Background: an optimization exercise with open tools, aiming at a short achievable clock period and few clock cycles per item. Do not read the settings as production practice. The RTL was checked by simulation tests, not by an equivalence proof against the original design. Power figures rest on the tool's default switching activity, not on a simulated workload.

===== run.sh =====
#!/bin/bash
# synth_recipe.tcl (not shown) runs the flow's synth.tcl, then flattens the netlist and writes it again
# the make line also repeats each setting of config.mk as NAME=value (left out here)
make -C /OpenROAD-flow-scripts/flow DESIGN_CONFIG=/design/flow/config.mk WORK_HOME=/design/flow/orfs CLKGATE_MAP_FILE= SYNTH_SCRIPT=/design/flow/synth_recipe.tcl finish

===== constraint.sdc =====
create_clock -name core_clock -period 8.0 [get_ports {clk}]
set_input_delay 1.6000 -clock core_clock [delete_from_list [all_inputs] [get_ports {clk}]]
set_output_delay 1.6000 -clock core_clock [all_outputs]
set_load 0.01 [all_outputs]

===== config.mk =====
export PLATFORM = sky130hd
export DESIGN_NAME = bbj_engine
export DESIGN_NICKNAME = bbj_engine
export VERILOG_FILES = /design/flow/design.v
export SDC_FILE = /design/flow/constraint.sdc
export NUM_CORES = 4
export LEC_CHECK = 0
export CAP_MARGIN = 20
export CORE_MARGIN = 2
export CORE_UTILIZATION = 40
export SLEW_MARGIN = 20

===== design.v =====
module bbj_engine (
    input  wire        clk,
    input  wire        rst,
    input  wire        frame_start,
    input  wire [1:0]  msg_kind,      
    input  wire [15:0] msg_mask,
    input  wire [15:0] step_budget,   
    output reg  [2:0]  run_state,     
    output reg         frame_done,
    output reg         mem_req,
    output reg         mem_we,
    output reg  [23:0] mem_addr,
    output reg  [7:0]  mem_wdata,
    input  wire        mem_ready,
    input  wire        mem_rvalid,
    input  wire [7:0]  mem_rdata,
    output reg         pix_valid,
    input  wire        pix_ready,
    output reg  [23:0] pix_rgb
);
    localparam RS_IDLE    = 3'd1;
    localparam RS_RUNNING = 3'd2;
    localparam RS_HALTED  = 3'd4;
    localparam S_IDLE  = 4'd0;
    localparam S_HALT  = 4'd1;
    localparam S_INJ0  = 4'd2;    
    localparam S_INJ1  = 4'd3;    
    localparam S_SEED  = 4'd4;    
    localparam S_FETCH = 4'd5;    
    localparam S_SRC   = 4'd6;    
    localparam S_WRITE = 4'd7;    
    localparam S_VIDEO = 4'd8;    
    localparam S_PIXRD = 4'd9;    
    localparam S_PIXO  = 4'd10;   
    reg [3:0]  state;
    reg        busy;          
    reg        waiting;       
    reg [3:0]  k;             
    reg [15:0] mask;
    reg [23:0] pc;
    reg [71:0] ibuf;          
    reg [7:0]  t;             
    reg [15:0] steps;         
    reg [7:0]  bank;
    reg [15:0] pix_idx;
    wire [23:0] f_src  = ibuf[71:48];
    wire [23:0] f_dst  = ibuf[47:24];
    wire [23:0] f_next = ibuf[23:0];
    wire [24:0] fetch_addr = {1'b0, pc} + {21'd0, k};
    wire        accepted = mem_req && mem_ready;
    wire        rdone    = waiting && mem_rvalid;
    function [23:0] palette;
        input [7:0] v;
        reg [7:0] r, g, b;
        begin
            if (v < 8'd216) begin
                r = (v / 8'd36) * 8'd51;
                g = ((v / 8'd6) % 8'd6) * 8'd51;
                b = (v % 8'd6) * 8'd51;
            end else begin
                r = 8'd0;
                g = 8'd0;
                b = 8'd0;
            end
            palette = {r, g, b};
        end
    endfunction
    always @(posedge clk) begin
        if (rst) begin
            state      <= S_IDLE;
            run_state  <= RS_IDLE;
            frame_done <= 1'b0;
            mem_req    <= 1'b0;
            mem_we     <= 1'b0;
            mem_addr   <= 24'd0;
            mem_wdata  <= 8'd0;
            pix_valid  <= 1'b0;
            pix_rgb    <= 24'd0;
            busy       <= 1'b0;
            waiting    <= 1'b0;
            k          <= 4'd0;
            mask       <= 16'd0;
            pc         <= 24'd0;
            ibuf       <= 72'd0;
            t          <= 8'd0;
            steps      <= 16'd0;
            bank       <= 8'd0;
            pix_idx    <= 16'd0;
        end else begin
            frame_done <= 1'b0;
            if (accepted) begin
                mem_req <= 1'b0;
                if (!mem_we)
                    waiting <= 1'b1;
            end
            if (rdone)
                waiting <= 1'b0;
            case (state)
            S_IDLE: begin
                if (frame_start) begin
                    if (msg_kind == 2'd2) begin
                        state     <= S_HALT;
                        run_state <= RS_HALTED;
                    end else begin
                        run_state <= RS_RUNNING;
                        mask      <= msg_mask;
                        steps     <= step_budget - 16'd1;
                        busy      <= 1'b0;
                        k         <= 4'd0;
                        state     <= (msg_kind == 2'd1) ? S_INJ0 : S_SEED;
                    end
                end
            end
            S_HALT: ;
            S_INJ0, S_INJ1: begin
                if (!busy) begin
                    busy      <= 1'b1;
                    mem_req   <= 1'b1;
                    mem_we    <= 1'b1;
                    mem_addr  <= (state == S_INJ0) ? 24'd0 : 24'd1;
                    mem_wdata <= (state == S_INJ0) ? mask[15:8] : mask[7:0];
                end else if (accepted) begin
                    busy  <= 1'b0;
                    state <= (state == S_INJ0) ? S_INJ1 : S_SEED;
                end
            end
            S_SEED: begin
                if (!busy) begin
                    busy     <= 1'b1;
                    mem_req  <= 1'b1;
                    mem_we   <= 1'b0;
                    mem_addr <= 24'd2 + {20'd0, k};
                end else if (rdone) begin
                    busy <= 1'b0;
                    pc   <= {pc[15:0], mem_rdata};
                    if (k == 4'd2) begin
                        k     <= 4'd0;
                        state <= S_FETCH;
                    end else begin
                        k <= k + 4'd1;
                    end
                end
            end
            S_FETCH: begin
                if (!busy) begin
                    if (fetch_addr[24]) begin
                        ibuf <= {ibuf[63:0], 8'd0};
                        if (k == 4'd8) begin
                            k     <= 4'd0;
                            state <= S_SRC;
                        end else begin
                            k <= k + 4'd1;
                        end
                    end else begin
                        busy     <= 1'b1;
                        mem_req  <= 1'b1;
                        mem_we   <= 1'b0;
                        mem_addr <= fetch_addr[23:0];
                    end
                end else if (rdone) begin
                    busy <= 1'b0;
                    ibuf <= {ibuf[63:0], mem_rdata};
                    if (k == 4'd8) begin
                        k     <= 4'd0;
                        state <= S_SRC;
                    end else begin
                        k <= k + 4'd1;
                    end
                end
            end
            S_SRC: begin
                if (!busy) begin
                    busy     <= 1'b1;
                    mem_req  <= 1'b1;
                    mem_we   <= 1'b0;
                    mem_addr <= f_src;
                end else if (rdone) begin
                    busy  <= 1'b0;
                    t     <= mem_rdata;
                    state <= S_WRITE;
                end
            end
            S_WRITE: begin
                if (!busy) begin
                    busy      <= 1'b1;
                    mem_req   <= 1'b1;
                    mem_we    <= 1'b1;
                    mem_addr  <= f_dst;
                    mem_wdata <= t;
                end else if (accepted) begin
                    busy  <= 1'b0;
                    pc    <= f_next;
                    steps <= steps - 16'd1;
                    if (steps == 16'd0)
                        state <= S_VIDEO;
                    else
                        state <= S_FETCH;
                end
            end
            S_VIDEO: begin
                if (!busy) begin
                    busy     <= 1'b1;
                    mem_req  <= 1'b1;
                    mem_we   <= 1'b0;
                    mem_addr <= 24'd5;
                end else if (rdone) begin
                    busy    <= 1'b0;
                    bank    <= mem_rdata;
                    pix_idx <= 16'd0;
                    state   <= S_PIXRD;
                end
            end
            S_PIXRD: begin
                if (!busy) begin
                    busy     <= 1'b1;
                    mem_req  <= 1'b1;
                    mem_we   <= 1'b0;
                    mem_addr <= {bank, pix_idx};
                end else if (rdone) begin
                    busy      <= 1'b0;
                    pix_valid <= 1'b1;
                    pix_rgb   <= palette(mem_rdata);
                    state     <= S_PIXO;
                end
            end
            S_PIXO: begin
                if (pix_ready) begin
                    pix_valid <= 1'b0;
                    pix_idx   <= pix_idx + 16'd1;
                    if (pix_idx == 16'hffff) begin
                        state      <= S_IDLE;
                        run_state  <= RS_IDLE;
                        frame_done <= 1'b1;
                    end else begin
                        state <= S_PIXRD;
                    end
                end
            end
            default: state <= S_IDLE;
            endcase
        end
    end
endmodule

==> notes.md <==
## how the worst max path moves through the flow
stage and end:
6_report pix_rgb[15], 4_1_cts pix_rgb[15], 3_5_place_dp pix_rgb[15], 2_1_floorplan pix_rgb[15]
3_3_place_gp pix_rgb[15], 5_1_grt pix_rgb[15]
## flip-flops by register name, indices dropped and copies added (netlist names), 4 cells and up
register   cells
t              8
state          4
mem_wdata      8
bank           8
ibuf          72
k              4
pix_idx       16
pix_rgb       24
mem_addr      24
steps         16
pc            24
mask          16
## power by group through the flow
stage	clock network (mW)	registers, mW	logic (mW)
floorplan	0	1.27	0.971
global placement	0	1.30	1.30
detailed placement	0	1.30	1.33
CTS	1.36	1.28	1.34
global route	1.40	1.29	1.51
finish	1.33	1.28	1.33
## through the flow
stage / instances / setup slack, ps / total power [mW] / hold slack, ps / instance area [µm²]
global placement: 2137 / 18.1 / 2.60 / 441 / 14500
floorplan: 1668 / 5.52 / 2.24 / 436 / 12800
global route: 2185 / 55.4 / 4.20 / 465 / 15500
finish: 2185 / 416 / 3.94 / 445 / 15500
CTS: 2185 / 353 / 3.97 / 448 / 15500
detailed placement: 2137 / -148 / 2.63 / 446 / 14500
## synthesized netlist by cell type (all sizes together) (3+ instances only)
library cell  number  area, µm²
nand3             22        115
a222oi            19        190
a31oi             10       62.6
o21ai             76        380
o22a               3       27.5
inv               44        165
nand2b            21        131
a2bb2oi            3       26.3
buf               14       97.6
nand3b             4       30.0
nor3              26        135
o21a               3       22.5
o2111ai            6       52.6
o22ai              4       25.0
o2111a             4       45.0
a311oi            27        236
mux2               3       33.8
and3b              4       38.8
a221oi             5       43.8
fa                10        200
or3               11       68.8
mux2i             18        180
a21o              10       75.1
nor4               8       62.6
ha                54        676
and3              11       68.8
a211o              3       26.3
or4                4       33.8
nand2            338       1270
o32a               3       31.3
a211oi            14        110
nor2b             12       75.1
a22oi             57        428
nand4              7       43.8
or2                4       25.0
o211ai            14        119
clkbuf            95        357
nor2             187        704
xor2              33        289
dfxtp            233       4660
and2               8       50.1
a21oi            172        861
xnor2             33        289
## layout make-up
| class | instances | area (µm²) | area share (%) |
|---|---|---|---|
| Timing Repair Buffer | 176 | 1600 | 10.3 |
| Tap cell | 402 | 503 | 3.24 |
| Multi-Input combinational cell | 1281 | 7610 | 49.1 |
| Sequential cell | 233 | 4660 | 30.1 |
| Inverter | 45 | 170 | 1.10 |
| Clock buffer | 35 | 766 | 4.94 |
| Clock inverter | 13 | 200 | 1.29 |
## what timing repair did
| action | 4_1_cts | 5_1_grt |
|---|---|---|
| hold buffers | 0 | 0 |
| setup endpoints to repair | 0 | 1 |
| gates resized for setup | 0 | 4 |
## logic make-up (layout without fill, tap and decap cells)
kind of cell | after synthesis | in the layout | share of synthesized area [%]
XOR/XNOR | 66 | 66 | 4.50
other | 1 | 3 | 0.0292
buffers and inverters | 154 | 269 | 4.86
flip-flops | 233 | 233 | 36.3
adder cells (fa/ha/maj) | 64 | 64 | 6.82
AND/OR/NAND/NOR | 675 | 675 | 22.7
multiplexers | 21 | 21 | 1.67
AO/OA/AOI/OAI | 452 | 452 | 23.1
## per-layer routing
layer,up-vias,part of all wire [%]
met5,-,0
li1,6049,-
met1,5753,47
met4,0,1.5
met3,34,4.5
met2,279,47
## worst register-to-register path, stage by stage, from the launching register on
cell,delay (ps)
dfxtp_1,820
and4b_2,310
buf_4,340
nor4_1,580
a2bb2o_1,300
nand2b_1,180
nor2_1,500
and3b_1,320
mux2_2,350
nand2_1,60
a21oi_1,60
==> flow_metrics.tcl <==
set metrics [dict create \
    clk_pin_slew_ps 60 \
    nNetsFinal 1875 \
    cts-root-buf "clkbuf_16" \
    grt_first_pass_wirelength_um 59900 \
    start_util_pct 40.7 \
    ys_seq_area_share_pct 36.3 \
    vias_per_cell 5.54 \
    r2r_end "steps[15]" \
    cts_tree "built" \
    critPathArrivalTime_ps 8020 \
    crit_start "mem_rdata[7]" \
    n_fill_cell 3131 \
    numPortBuffers 110 \
    mostFrequentLayoutCells "nand2_1, dfxtp_1, nor2_1" \
    cp.depth 27 \
    leakagePower_nw 5.60 \
    fmax_mhz 132 \
    drt_iter0_drc 896 \
    synthArstFlopShare_pct 0 \
    die_w_um 183 \
    cp.required_ps 8440 \
    routabilityCongestion 0.845 \
    grt_max_degree 126 \
    cts_num_sinks 233 \
    top_usage_layer "met2" \
    fin_skew_ps 27.3 \
    max_slew.worst_pin.slew_ps 1020 \
    swShare_pct 33.0 \
    slew_viol_final 0 \
    crit_family "adder cells" \
    clockPowerShare_pct 33.7 \
    wire_per_inst_um 16.7 \
    final_common_cell "nand2_1" \
    routed_wirelength_um 36400 \
    num_antenna_cells 0 \
    ant_nets 0 \
    gr-total-overflow 0 \
    pwr-share-comb_pct 33.8 \
    fin_crit_sh_pct 94.8 \
    ys_warn_count 1 \
    cts_setup_buffers 0 \
    path_common_cell "inv_1" \
    cts_buffers 26 \
    synthCells 1666 \
    die_h_um 183 \
    drc 0 \
    hold_violations 0 \
    min_to "ibuf[23]" \
    grtUsageMet1_pct 29.8 \
    start_kind "input pin" \
    grt.total_usage_pct 21.6 \
    antenna_found_initial 0 \
    holdPathStages 2 \
    rows 65 \
    io_pins 111 \
    p_seq_share_pct 32.4 \
    p_sw_mw 1.30 \
    rsz0062_at_grt "false" \
    dp.final_hpwl_um 24900 \
    insertion_delay_ps 550 \
    synth_edf_count 0 \
    layout_min_cycle_time_ps 7580 \
    reg2reg_setup_slack_ps 4010 \
    dieArea_um2 33600 \
    met2_usage_pct 36.9 \
    critPathBufInv 5 \
    htree_num_levels 1 \
    status "timing/DRC/antenna clean" \
    holdCritStartpoint "ibuf[15]" \
    crit_path_max_incr_delay_ps 540 \
    core_area_um2 31600 \
    crit_slowest_cell "fa_1" \
    min_path_type "flop to flop" \
    syn_area_um2 12800 \
    area_growth_pct 20.8 \
    firstDrtPassIters 8 \
    reg2regPathDepth 10 \
    r2r_start "state[3]" \
    grt_pass1_vias 11577 \
    clockBufferDepth 3 \
    final_core_util_pct 49.2 \
    cp_max_fo 7 \
    ys_seq_elements 233 \
    num_vias 12115 \
    drive_gt1_share_pct 8.13 \
    ys_types 86 \
    drv_cap 0 \
    grt_util_met3_pct 2.18 \
    ir_drop_mv 0.233 \
    power.internal_mw 2.64 \
    ys.flop_type "dfxtp_1" \
    crit_type "input pin to flop" \
    slew_headroom_pct 32.1 \
    p_per_area_nw_per_um2 254 \
    setup_tns_ps 0 \
    syn_avg_cell_area_um2 7.71 \
    end_kind "flop" \
    setup_viol_count_final 0 \
]
Testbench counts, summed over its fixed seeds: cycles 18,874,496, frames 8.

port drivers added, routing unchanged:
Ports are ideal in the flow. The routed layout listed here was re-timed in OpenROAD.
Step 1 sets driving cells, clkbuf_16 on the clock port and buf_2 on the other inputs (assumed; they add their load-dependent delay and slew).
Step 2 adds t to the input delays and takes it off the output delays; t is the mean of the earliest and latest rising clock arrival at the registers after step 1. Input paths then give back, and output paths get back, about the clock's delay inside the block.
Three values: no drivers, after step 1, after step 2; two values: the first two.
shift t [ns]: 0.581
setup slack, ns: 0.416 / 0.443 / -0.139
worst setup path after step 2: input to register
worst register clock-pin slew, ns: 0.06 / 0.06
worst data-port slew with drivers (ns): 0.05
With both steps, setup timing fails in this run, where it was met with ideal ports. For this run, drivers alone change the setup slack by +0.027 ns; drivers and shift together by -0.555 ns.
